This is an optimization exercise on Yosys and OpenROAD, whose aim is small area, a short achievable clock period and few clock cycles, not a production implementation. Function was checked by simulation only, so behaviour that the tests miss may differ from the original. Power is estimated from default activity; no workload was simulated.

==> flow/design.v (excerpt) <==
module hexcrc (
    input  wire        clk,
    input  wire        rst,           
    input  wire        start,         
    input  wire [31:0] start_addr,
    input  wire [31:0] end_addr,
    output reg         busy,
    input  wire        in_valid,
    input  wire [7:0]  in_data,
    input  wire        in_end,        
    output wire        in_ready,
    output reg         done,          
    output wire [1:0]  status,        
    output wire [3:0]  err_code,      
    output wire [15:0] crc            
);
For scale: roughly 250 flip-flops, ~100 I/O pins.
Settings: LEC_CHECK=0, CAP_MARGIN=20, CORE_MARGIN=2, CORE_UTILIZATION=50, PLACE_DENSITY=0.65, SETUP_SLACK_MARGIN=4.2, SLEW_MARGIN=20; clock period 7.0 ns.
standard.sh (not shown) runs the stock make flow with config.mk's settings and CLKGATE_MAP_FILE= SYNTH_SCRIPT=/design/flow/synth_recipe.tcl, a recipe that flattens the netlist after the stock synthesis.
==> flow/flow/run.sh <==
#!/bin/bash
# Standard layout (the standard.sh: standard synthesis, floorplan, place,
# CTS, route, finish), except that the port buffers are buf_1 cells instead of
# the delay cells buffer_ports picks by default.  Every port still gets its
# own buffer.  make's full output goes to standard.log in the work folder;
# ORFS keeps each step's log under orfs/logs/.
set -euo pipefail
export BUFFER_PORTS_ARGS="-buffer_cell sky130_fd_sc_hd__buf_1"
bash standard.sh > standard.log 2>&1
The first run ran to the end with no violations.
Testbench counts at the start, summed over its fixed seeds: cycles 137,353.
Next try:
Settings changed: CTS_BUF_LIST set to sky130_fd_sc_hd__clkbuf_4 sky130_fd_sc_hd__clkbuf_8.
Effect:
- routed wire length grows by about 0.6%
- sequential cell count is unchanged
- worst hold slack is about the same
- global-route usage grows by 0.23 points
- via count grows by about 1.3%
- power grows by 0.71%
- final area grows by 0.68%
- die area is unchanged


Setup of job 8672:
hexcrc again, from the RTL that the note above started with.
Settings: LEC_CHECK=0, CAP_MARGIN=20, CORE_MARGIN=2, CORE_UTILIZATION=50, PLACE_DENSITY=0.65, SETUP_SLACK_MARGIN=4.35, SLEW_MARGIN=20; clock period 7.0 ns.
Scripts as last shown in full above: flow/flow/run.sh
Job 8672: all stages complete, timing, DRC and antenna checks passed
Testbench counts of job 8672, summed over its fixed seeds: cycles 137,353.
Relative to job 8672, the following input files were edited for job 2328:
Settings: CTS_CLUSTER_SIZE newly set to 28; CORE_UTILIZATION changed from 50 to 57; PLACE_DENSITY changed from 0.65 to 0.7; SETUP_SLACK_MARGIN changed from 4.35 to 4.2; CTS_CLUSTER_DIAMETER newly set to 60.
==> notes.md <==
- big_pre_q$_DFF_P_ as the timing endpoint of the critical path was reported by job 2328, and cursor[31]$_DFF_P_ by job 8672.
- Of job 2328 and job 8672, it is job 2328 that has the lower number of inserted filler cells in the final layout.
- Final worst-path setup slack in job 2328 is 110 ps lower than in job 8672
- Summary of job 2328 over job 8672: routed wire length now sits lower; number of nets in the synthesized netlist roughly the same.
Edits applied to the flow inputs when going from job 2328 to job 1190:
Settings: clearing CTS_CLUSTER_SIZE, which used to be 28; clearing CTS_CLUSTER_DIAMETER, which used to be 60.
## What came out
Job 1190 was carried through to the last stage, and its layout satisfied the timing, design-rule and antenna checks.
Job 1190 — final setup slack of the worst path 7.4 ps higher, job 2328 as reference
~same proportion of final cell area spent on non-clock buffers in job 2328 and job 1190
The vias after detailed routing on job 1190 is in line with that on job 2328.
The final reports for job 1190 and job 2328 show clock period minus final worst setup slack lower in the former.
Between job 2328 and job 1190, number of clock-tree buffers in the layout is higher for job 1190, job 2328 comes in under that.
Diff job 2328 -> job 1190 | antenna diode instance count | decrease of 3
On sequential share of layout area, job 2328 and job 1190 are neck and neck.
Here is what was changed in the inputs of job 9819 compared with job 1190.
Settings: swapping 4.2 for 3.9 in SETUP_SLACK_MARGIN; swapping 57 for 65 in CORE_UTILIZATION; swapping 0.7 for 0.75 in PLACE_DENSITY.
Diff job 9819..job 1190 | half-perimeter wire length of the detailed placement result | negligible. Changes observed in job 9819 relative to job 1190: share of the cycle needed by the critical path after routing now larger, standby leakage power fell about 2.4%, power share of the clock group fell by 0.3 points, sequential share of power up 0.7 points, number of stages on the worst setup path moved down. Maximum clock frequency, job 1190 and job 9819: lower on job 9819.

port drivers added, routing unchanged:
No port has a modelled driver above. Below, the same layouts with a new extraction and two added sets of constraints. Step 1, drivers: a clkbuf_16 drives clk and a buf_2 each remaining input, both assumed. Step 2 adds t to the input delays and takes it off the output delays; t is the mean of the earliest and latest rising clock arrival at the registers after step 1. Input paths then give back, and output paths get back, about the clock's delay inside the block. Slacks: no drivers / after step 1 / after step 2; pairs: no drivers / after step 1.
run	t (ns)	slack for setup (ns)	clock arrival spread, ns
the first run of note 1	0.612	4.016 / 4.016 / 4.016	0.019 / 0.020
the second run of note 1	0.627	4.029 / 4.029 / 4.029	0.022 / 0.021
job 8672	0.628	4.130 / 4.130 / 4.076	0.020 / 0.020
job 2328	0.595	4.022 / 4.022 / 4.022	0.040 / 0.039
job 1190	0.611	4.029 / 4.029 / 4.029	0.020 / 0.019
job 9819	0.593	3.928 / 3.928 / 3.928	0.020 / 0.020
After both steps every run listed still meets setup and hold. For job 8672, which loses most, drivers alone change the setup slack by 0.000 ns; drivers and shift together by -0.054 ns.
